From an optimization exercise on the open Yosys and OpenROAD flow, aimed at small area, a short achievable clock period and few clock cycles; shortcuts taken in it are not production practice. At most, simulation tests tie the RTL to the original design; equivalence was not proved. Power and IR drop assume default switching activity.

== blue ==
==> flow/design.v <==
module intlit_parse (
    input  wire        clk,
    input  wire        rst,
    input  wire        cmd_valid,
    output wire        cmd_ready,
    input  wire [31:0] cmd,
    input  wire [31:0] soft_code,
    input  wire [31:0] hard_code,
    input  wire        tok_empty,
    input  wire        ch_valid,
    output wire        ch_ready,
    input  wire [7:0]  ch_data,
    input  wire        ch_last,
    output wire        rsp_valid,
    input  wire        rsp_ready,
    output wire [3:0]  rsp_status,
    output wire [31:0] rsp_code,
    output wire [31:0] rsp_word0,
    output wire [31:0] rsp_word1
);
    localparam [3:0] P_START  = 4'd0;   
    localparam [3:0] P_NEG    = 4'd1;   
    localparam [3:0] P_BANG   = 4'd2;   
    localparam [3:0] P_BANG0  = 4'd3;   
    localparam [3:0] P_ZERO   = 4'd4;   
    localparam [3:0] P_HEXPFX = 4'd5;   
    localparam [3:0] P_HEX    = 4'd6;   
    localparam [3:0] P_DEC    = 4'd7;   
    localparam [3:0] P_ERR    = 4'd8;   
    reg        s_tok;
    reg        s_rsp;
    reg        ref_cmd;     
    reg        ref_type;    
    reg        sgn;         
    reg  [7:0] age;         
    reg  [7:0] bge;         
    reg [31:0] soft_q;
    reg [31:0] hard_q;
    reg  [3:0] pstate;
    reg        neg_q;
    reg [63:0] acc;         
    reg        ovf;         
    wire cmd_fire = cmd_valid && cmd_ready;
    wire ch_fire  = ch_valid && s_tok;
    assign cmd_ready = !s_tok && (!s_rsp || rsp_ready);
    assign ch_ready  = s_tok;
    assign rsp_valid = s_rsp;
    always @(posedge clk) begin
        if (rst) begin
            s_tok <= 1'b0;
            s_rsp <= 1'b0;
        end else if (cmd_fire) begin
            s_tok <= !tok_empty;
            s_rsp <= tok_empty;
        end else if (ch_fire && ch_last) begin
            s_tok <= 1'b0;
            s_rsp <= 1'b1;
        end else if (s_rsp && rsp_ready) begin
            s_rsp <= 1'b0;
        end
    end
    wire [5:0] wm1_in = cmd[13:8] - 6'd1;     
    integer gk;
    always @(posedge clk) begin
        if (cmd_fire) begin
            ref_cmd  <= (cmd[3:0] != 4'h1) || cmd[4] || (cmd[7:6] != 2'b00) ||
                        (cmd[31:16] != 16'h0000);
            ref_type <= (cmd[15:8] == 8'd0) || (cmd[15:8] > 8'd64);
            sgn      <= cmd[5];
            for (gk = 0; gk < 8; gk = gk + 1) begin
                age[gk] <= (gk >= wm1_in[5:3]);
                bge[gk] <= (gk >= wm1_in[2:0]);
            end
            soft_q   <= soft_code;
            hard_q   <= hard_code;
        end
    end
    wire       is_dec   = (ch_data >= "0") && (ch_data <= "9");
    wire       is_alpha = ((ch_data >= "a") && (ch_data <= "f")) ||
                          ((ch_data >= "A") && (ch_data <= "F"));
    wire       is_hex   = is_dec || is_alpha;
    wire [3:0] hex_val  = is_alpha ? (ch_data[3:0] + 4'd9) : ch_data[3:0];
    wire hexmode = (pstate == P_HEXPFX) || (pstate == P_HEX);
    wire acc_en  = ch_fire && (hexmode ? is_hex : is_dec);
    wire [2:0]  lo  = {1'b0, acc[1:0]} + {1'b0, ch_data[3:1]};
    wire        c2  = lo[2];
    wire [60:0] gg, pp, p0;
    ilp_mul5_pg u_pg (.a(acc), .g(gg), .p(pp), .p0(p0));
    wire [61:0] cy  = {gg | (pp & {61{c2}}), c2};      
    wire [63:0] dec_next = {p0 ^ cy[60:0], lo[1:0], ch_data[0]};
    wire        dec_ovf  = (acc[63:61] != 3'd0) || cy[61];
    wire [63:0] hex_next = {acc[59:0], hex_val};
    wire        hex_ovf  = acc[63:60] != 4'd0;
    always @(posedge clk) begin
        if (cmd_fire) begin
            acc <= 64'd0;
            ovf <= 1'b0;
        end else if (acc_en) begin
            acc <= hexmode ? hex_next : dec_next;
            ovf <= ovf || (hexmode ? hex_ovf : dec_ovf);
        end
    end
    always @(posedge clk) begin
        if (cmd_fire) begin
            pstate <= P_START;
            neg_q  <= 1'b0;
        end else if (ch_fire) begin
            case (pstate)
                P_START: begin
                    if (ch_data == "-")      pstate <= P_NEG;
                    else if (ch_data == "!") pstate <= P_BANG;
                    else if (ch_data == "0") pstate <= P_ZERO;
                    else if (is_dec)         pstate <= P_DEC;
                    else                     pstate <= P_ERR;
                    neg_q <= (ch_data == "-");
                end
                P_NEG: begin
                    if (ch_data == "0")      pstate <= P_ZERO;
                    else if (is_dec)         pstate <= P_DEC;
                    else                     pstate <= P_ERR;
                end
                P_BANG:  pstate <= (ch_data == "0") ? P_BANG0  : P_ERR;
                P_BANG0: pstate <= (ch_data == "x") ? P_HEXPFX : P_ERR;
                P_ZERO: begin
                    if (ch_data == "x")      pstate <= P_HEXPFX;
                    else if (is_dec)         pstate <= P_DEC;
                    else                     pstate <= P_ERR;
                end
                P_HEXPFX: pstate <= is_hex ? P_HEX : P_ERR;
                P_HEX:    pstate <= is_hex ? P_HEX : P_ERR;
                P_DEC:    pstate <= is_dec ? P_DEC : P_ERR;
                default:  pstate <= P_ERR;
            endcase
        end
    end
    wire [63:0] ge_wm1;
    ilp_therm u_therm (.age(age), .bge(bge), .ge(ge_wm1));
    wire [63:0] ge_w = {ge_wm1[62:0], 1'b0};
    wire        w_gt32 = !age[3];
    wire hi_w, hi_wm1, lo_wm1;
    ilp_anyset u_hi_w   (.a(acc), .m(ge_w),    .y(hi_w));      
    ilp_anyset u_hi_wm1 (.a(acc), .m(ge_wm1),  .y(hi_wm1));    
    ilp_anyset u_lo_wm1 (.a(acc), .m(~ge_wm1), .y(lo_wm1));    
    wire [63:0] lz;
    ilp_prefix_or u_lz (.a(acc), .y(lz));
    wire        nz = lz[63];
    wire refused      = ref_cmd || ref_type;
    wire form_dec = (pstate == P_ZERO) || (pstate == P_DEC);
    wire form_hex = (pstate == P_HEX);
    wire nomatch  = !refused && !(form_dec || form_hex);
    wire parsed   = !refused && (form_dec || form_hex);
    wire m_w      = !neg_q && (form_hex || !sgn);    
    wire m_wm1    = !neg_q && !form_hex && sgn;      
    wire m_half   = neg_q && sgn;                    
    wire m_zero   = neg_q && !sgn;                   
    wire m_ext    = !neg_q && form_hex && sgn;       
    wire bad   = ovf || (m_w && hi_w) || (m_wm1 && hi_wm1) ||
                 (m_half && (hi_w || (hi_wm1 && lo_wm1))) || (m_zero && nz);
    wire ok    = parsed && !bad;
    wire oor = parsed && bad;
    wire ext   = m_ext && hi_wm1;
    wire [63:0] pattern = neg_q ? (acc ^ {lz[62:0], 1'b0}) : (acc | ({64{ext}} & ge_w));
    assign rsp_status = ref_cmd  ? 4'h8 :
                        ref_type ? 4'h9 :
                        nomatch  ? 4'h1 :
                        oor    ? 4'h2 : 4'h0;
    assign rsp_code   = ({32{nomatch}} & soft_q) | ({32{oor}} & hard_q);
    assign rsp_word0  = {32{ok}} & pattern[31:0];
    assign rsp_word1  = {32{ok && w_gt32}} & pattern[63:32];
endmodule
module ilp_mul5_pg (
    input  wire [63:0] a,
    output reg  [60:0] g,
    output reg  [60:0] p,
    output reg  [60:0] p0
);
    integer j, l, k;
    always @(*) begin
        for (j = 0; j < 61; j = j + 1) begin
            g[j]  = a[j] & a[j + 2];
            p[j]  = a[j] ^ a[j + 2];
            p0[j] = p[j];
        end
        for (l = 0; l < 6; l = l + 1)
            for (j = 0; j < 61; j = j + 1)
                if ((j >> l) & 1) begin
                    k = ((j >> l) << l) - 1;
                    g[j] = g[j] | (p[j] & g[k]);
                    p[j] = p[j] & p[k];
                end
    end
endmodule
module ilp_therm (
    input  wire [7:0]  age,
    input  wire [7:0]  bge,
    output reg  [63:0] ge
);
    integer i;
    always @(*)
        for (i = 0; i < 64; i = i + 1)
            ge[i] = ((i >> 3) > 0 && age[(i >> 3) - 1]) || (age[i >> 3] && bge[i & 7]);
endmodule
module ilp_anyset (
    input  wire [63:0] a,
    input  wire [63:0] m,
    output wire        y
);
    assign y = |(a & m);
endmodule
module ilp_prefix_or (
    input  wire [63:0] a,
    output reg  [63:0] y
);
    integer m, n, q;
    always @(*) begin
        y = a;
        for (n = 0; n < 6; n = n + 1)
            for (m = 0; m < 64; m = m + 1)
                if ((m >> n) & 1) begin
                    q = ((m >> n) << n) - 1;
                    y[m] = y[m] | y[q];
                end
    end
endmodule
clock: 7.0 ns
lec_check: 0
cap_margin: 20
core_margin: 2
core_utilization: 40
setup_slack_margin: 2
slew_margin: 20
synth_hierarchical: 1
standard.sh (not shown) runs the stock make flow with config.mk's settings and CLKGATE_MAP_FILE= SYNTH_SCRIPT=/design/flow/synth_recipe.tcl, a recipe that flattens the netlist after the stock synthesis.
==> flow/flow/run.sh <==
#!/bin/bash
# Standard ORFS layout, but with the port buffers built from the smallest
# plain buffer (buf_1) instead of the delay buffer buffer_ports picks by
# default; the resizer upsizes them where timing or fanout needs it.
set -euo pipefail
bash standard.sh synth > synth.log 2>&1
bash standard.sh "BUFFER_PORTS_ARGS=-buffer_cell sky130_fd_sc_hd__buf_1" finish > layout.log 2>&1
What red does differently from blue at the input level:
--- a/flow/design.v
+++ b/flow/design.v
@@ -31,10 +31,9 @@
     reg        s_rsp;
     reg        ref_cmd;     
     reg        ref_type;    
     reg        sgn;         
-    reg  [7:0] age;         
-    reg  [7:0] bge;         
+    reg  [5:0] wm1;         
     reg [31:0] soft_q;
     reg [31:0] hard_q;
     reg  [3:0] pstate;
     reg        neg_q;
@@ -58,20 +57,15 @@
         end else if (s_rsp && rsp_ready) begin
             s_rsp <= 1'b0;
         end
     end
-    wire [5:0] wm1_in = cmd[13:8] - 6'd1;     
-    integer gk;
     always @(posedge clk) begin
         if (cmd_fire) begin
             ref_cmd  <= (cmd[3:0] != 4'h1) || cmd[4] || (cmd[7:6] != 2'b00) ||
                         (cmd[31:16] != 16'h0000);
             ref_type <= (cmd[15:8] == 8'd0) || (cmd[15:8] > 8'd64);
             sgn      <= cmd[5];
-            for (gk = 0; gk < 8; gk = gk + 1) begin
-                age[gk] <= (gk >= wm1_in[5:3]);
-                bge[gk] <= (gk >= wm1_in[2:0]);
-            end
+            wm1      <= cmd[13:8] - 6'd1;
             soft_q   <= soft_code;
             hard_q   <= hard_code;
         end
     end
@@ -90,15 +84,31 @@
     wire [63:0] dec_next = {p0 ^ cy[60:0], lo[1:0], ch_data[0]};
     wire        dec_ovf  = (acc[63:61] != 3'd0) || cy[61];
     wire [63:0] hex_next = {acc[59:0], hex_val};
     wire        hex_ovf  = acc[63:60] != 4'd0;
+    wire [63:0] acc_next = hexmode ? hex_next : dec_next;
+    wire        ovf_next = ovf || (hexmode ? hex_ovf : dec_ovf);
+    wire [63:0] ge_wm1;
+    ilp_therm u_therm (.t(wm1), .ge(ge_wm1));
+    wire [63:0] ge_w = {ge_wm1[62:0], 1'b0};
+    wire hi_w_d, hi_wm1_d, lo_wm1_d;
+    ilp_anyset u_hi_w   (.a(acc_next), .m(ge_w),    .y(hi_w_d));      
+    ilp_anyset u_hi_wm1 (.a(acc_next), .m(ge_wm1),  .y(hi_wm1_d));    
+    ilp_anyset u_lo_wm1 (.a(acc_next), .m(~ge_wm1), .y(lo_wm1_d));    
+    reg hi_w, hi_wm1, lo_wm1;
     always @(posedge clk) begin
         if (cmd_fire) begin
-            acc <= 64'd0;
-            ovf <= 1'b0;
+            acc    <= 64'd0;
+            ovf    <= 1'b0;
+            hi_w   <= 1'b0;
+            hi_wm1 <= 1'b0;
+            lo_wm1 <= 1'b0;
         end else if (acc_en) begin
-            acc <= hexmode ? hex_next : dec_next;
-            ovf <= ovf || (hexmode ? hex_ovf : dec_ovf);
+            acc    <= acc_next;
+            ovf    <= ovf_next;
+            hi_w   <= hi_w_d;
+            hi_wm1 <= hi_wm1_d;
+            lo_wm1 <= lo_wm1_d;
         end
     end
     always @(posedge clk) begin
         if (cmd_fire) begin
@@ -132,19 +142,12 @@
                 default:  pstate <= P_ERR;
             endcase
         end
     end
-    wire [63:0] ge_wm1;
-    ilp_therm u_therm (.age(age), .bge(bge), .ge(ge_wm1));
-    wire [63:0] ge_w = {ge_wm1[62:0], 1'b0};
-    wire        w_gt32 = !age[3];
-    wire hi_w, hi_wm1, lo_wm1;
-    ilp_anyset u_hi_w   (.a(acc), .m(ge_w),    .y(hi_w));      
-    ilp_anyset u_hi_wm1 (.a(acc), .m(ge_wm1),  .y(hi_wm1));    
-    ilp_anyset u_lo_wm1 (.a(acc), .m(~ge_wm1), .y(lo_wm1));    
+    wire        w_gt32 = wm1[5];
     wire [63:0] lz;
     ilp_prefix_or u_lz (.a(acc), .y(lz));
-    wire        nz = lz[63];
+    wire        nz = hi_wm1 || lo_wm1;
     wire refused      = ref_cmd || ref_type;
     wire form_dec = (pstate == P_ZERO) || (pstate == P_DEC);
     wire form_hex = (pstate == P_HEX);
     wire nomatch  = !refused && !(form_dec || form_hex);
@@ -190,16 +193,13 @@
                 end
     end
 endmodule
 module ilp_therm (
-    input  wire [7:0]  age,
-    input  wire [7:0]  bge,
+    input  wire [5:0]  t,
     output reg  [63:0] ge
 );
     integer i;
-    always @(*)
-        for (i = 0; i < 64; i = i + 1)
-            ge[i] = ((i >> 3) > 0 && age[(i >> 3) - 1]) || (age[i >> 3] && bge[i & 7]);
+    always @(*) for (i = 0; i < 64; i = i + 1) ge[i] = (i >= t);
 endmodule
 module ilp_anyset (
     input  wire [63:0] a,
     input  wire [63:0] m,
### Flow results
Relative to blue, the cell-internal power measured on red has decreased by a few percent. Global-route usage down 1.2 points in red wrt blue. Number of well-tap cells placed: red > blue. Going from blue to red, power now smaller, area of the placeable core now larger, maximum achievable frequency now larger. red ends up with a fraction of the cycle the final worst path needs that is 8.2 points lower than in blue. Between blue and red, net switching share of the total power increased. red — final critical-path required period 570 ps lower, blue as reference. Compared to blue, the routing of red uses less wire. The area of the multi-input gates number comes out lower for red vs blue. Compared with blue, red shows a lower cell area.
Testbench counts of red, summed over its fixed seeds: cycles 23,027.
No functional check of the RTL was part of blue.

---

intlit_parse with an RTL version that a note above also has.
Size in the first run: roughly 0.014 mm² of cells after synthesis.
clock: 7.0 ns
lec_check: 0
cap_margin: 20
core_margin: 2
core_utilization: 55
setup_slack_margin: 2.5
slew_margin: 20
synth_hierarchical: 1
Scripts as last shown in full above: flow/flow/run.sh
The starting point ran to the end with no violations.
Testbench counts at the start, summed over its fixed seeds: cycles 23,027.
Edit:
--- a/flow/design.v
+++ b/flow/design.v
@@ -82,40 +82,40 @@
     ilp_mul5_pg u_pg (.a(acc), .g(gg), .p(pp), .p0(p0));
     wire [61:0] cy  = {gg | (pp & {61{c2}}), c2};      
     wire [63:0] dec_next = {p0 ^ cy[60:0], lo[1:0], ch_data[0]};
     wire        dec_ovf  = (acc[63:61] != 3'd0) || cy[61];
     wire [63:0] hex_next = {acc[59:0], hex_val};
     wire        hex_ovf  = acc[63:60] != 4'd0;
     wire [63:0] acc_next = hexmode ? hex_next : dec_next;
     wire        ovf_next = ovf || (hexmode ? hex_ovf : dec_ovf);
     wire [63:0] ge_wm1;
     ilp_therm u_therm (.t(wm1), .ge(ge_wm1));
     wire [63:0] ge_w = {ge_wm1[62:0], 1'b0};
-    wire hi_w_d, hi_wm1_d, lo_wm1_d;
+    wire [3:0] hi_w_d, hi_wm1_d, lo_wm1_d;
     ilp_anyset u_hi_w   (.a(acc_next), .m(ge_w),    .y(hi_w_d));      
     ilp_anyset u_hi_wm1 (.a(acc_next), .m(ge_wm1),  .y(hi_wm1_d));    
     ilp_anyset u_lo_wm1 (.a(acc_next), .m(~ge_wm1), .y(lo_wm1_d));    
-    reg hi_w, hi_wm1, lo_wm1;
+    reg [3:0] hi_w_q, hi_wm1_q, lo_wm1_q;
     always @(posedge clk) begin
         if (cmd_fire) begin
             acc    <= 64'd0;
             ovf    <= 1'b0;
-            hi_w   <= 1'b0;
-            hi_wm1 <= 1'b0;
-            lo_wm1 <= 1'b0;
+            hi_w_q   <= 4'd0;
+            hi_wm1_q <= 4'd0;
+            lo_wm1_q <= 4'd0;
         end else if (acc_en) begin
             acc    <= acc_next;
             ovf    <= ovf_next;
-            hi_w   <= hi_w_d;
-            hi_wm1 <= hi_wm1_d;
-            lo_wm1 <= lo_wm1_d;
+            hi_w_q   <= hi_w_d;
+            hi_wm1_q <= hi_wm1_d;
+            lo_wm1_q <= lo_wm1_d;
         end
     end
     always @(posedge clk) begin
         if (cmd_fire) begin
             pstate <= P_START;
             neg_q  <= 1'b0;
         end else if (ch_fire) begin
             case (pstate)
                 P_START: begin
                     if (ch_data == "-")      pstate <= P_NEG;
                     else if (ch_data == "!") pstate <= P_BANG;
@@ -138,23 +138,26 @@
                 end
                 P_HEXPFX: pstate <= is_hex ? P_HEX : P_ERR;
                 P_HEX:    pstate <= is_hex ? P_HEX : P_ERR;
                 P_DEC:    pstate <= is_dec ? P_DEC : P_ERR;
                 default:  pstate <= P_ERR;
             endcase
         end
     end
     wire        w_gt32 = wm1[5];
     wire [63:0] lz;
     ilp_prefix_or u_lz (.a(acc), .y(lz));
-    wire        nz = hi_wm1 || lo_wm1;
+    wire        hi_w   = |hi_w_q;
+    wire        hi_wm1 = |hi_wm1_q;
+    wire        lo_wm1 = |lo_wm1_q;
+    wire        nz     = hi_wm1 || lo_wm1;
     wire refused      = ref_cmd || ref_type;
     wire form_dec = (pstate == P_ZERO) || (pstate == P_DEC);
     wire form_hex = (pstate == P_HEX);
     wire nomatch  = !refused && !(form_dec || form_hex);
     wire parsed   = !refused && (form_dec || form_hex);
     wire m_w      = !neg_q && (form_hex || !sgn);    
     wire m_wm1    = !neg_q && !form_hex && sgn;      
     wire m_half   = neg_q && sgn;                    
     wire m_zero   = neg_q && !sgn;                   
     wire m_ext    = !neg_q && form_hex && sgn;       
     wire bad   = ovf || (m_w && hi_w) || (m_wm1 && hi_wm1) ||
@@ -195,25 +198,26 @@
 endmodule
 module ilp_therm (
     input  wire [5:0]  t,
     output reg  [63:0] ge
 );
     integer i;
     always @(*) for (i = 0; i < 64; i = i + 1) ge[i] = (i >= t);
 endmodule
 module ilp_anyset (
     input  wire [63:0] a,
     input  wire [63:0] m,
-    output wire        y
-);
-    assign y = |(a & m);
+    output wire [3:0]  y
+);
+    wire [63:0] am = a & m;
+    assign y = {|am[63:48], |am[47:32], |am[31:16], |am[15:0]};
 endmodule
 module ilp_prefix_or (
     input  wire [63:0] a,
     output reg  [63:0] y
 );
     integer m, n, q;
     always @(*) begin
         y = a;
         for (n = 0; n < 6; n = n + 1)
             for (m = 0; m < 64; m = m + 1)
                 if ((m >> n) & 1) begin
The new run completed without violations.
Cell count increases by about 0.6%.
Register-to-register slack gains 0.06 ns.
Worst hold slack loses 0.063 ns.
Critical path depth increases by 3.
Core utilization decreases by 2.1 points.
Sequential power increases by about 4%.
Total power decreases by about 2.6%.
Area after synthesis decreases by about 1.6%.
Testbench counts after the change, summed over its fixed seeds: cycles 23,027.

==> separate check: timing with driven ports <==
In the flow no input, the clock included, has a driving cell. The finished layouts below were timed again as built, in two steps.
Step 1 assumes that a clkbuf_16 drives the clock port and a buf_2 every other input.
Step 2 adds t to the input delays and takes it off the output delays; t is the mean of the earliest and latest rising clock arrival at the registers after step 1. Input paths then give back, and output paths get back, about the clock's delay inside the block.
Three values: ideal ports, drivers, drivers and shift; two values: the first two.
| run | shift t [ns] | setup WS [ns] | hold WS [ns] | worst slew at a driven data input, ns | cell pins on the clock port's net |
|---|---|---|---|---|---|
| blue | 0.480 | 1.595 / 1.547 / 2.028 | 0.541 / 0.541 / 0.541 | 0.07 | 1 |
| red | 0.493 | 2.168 / 2.168 / 1.849 | 0.530 / 0.530 / 0.530 | 0.07 | 1 |
| the first run of note 2 | 0.471 | 2.562 / 2.521 / 2.160 | 0.533 / 0.533 / 0.533 | 0.04 | 1 |
| the second run of note 2 | 0.476 | 2.621 / 2.572 / 2.426 | 0.470 / 0.470 / 0.470 | 0.05 | 1 |
After both steps every run listed still meets setup and hold. The setup slack of the first run of note 2, which loses most, moves by -0.041 ns with the drivers and by -0.402 ns with both steps.
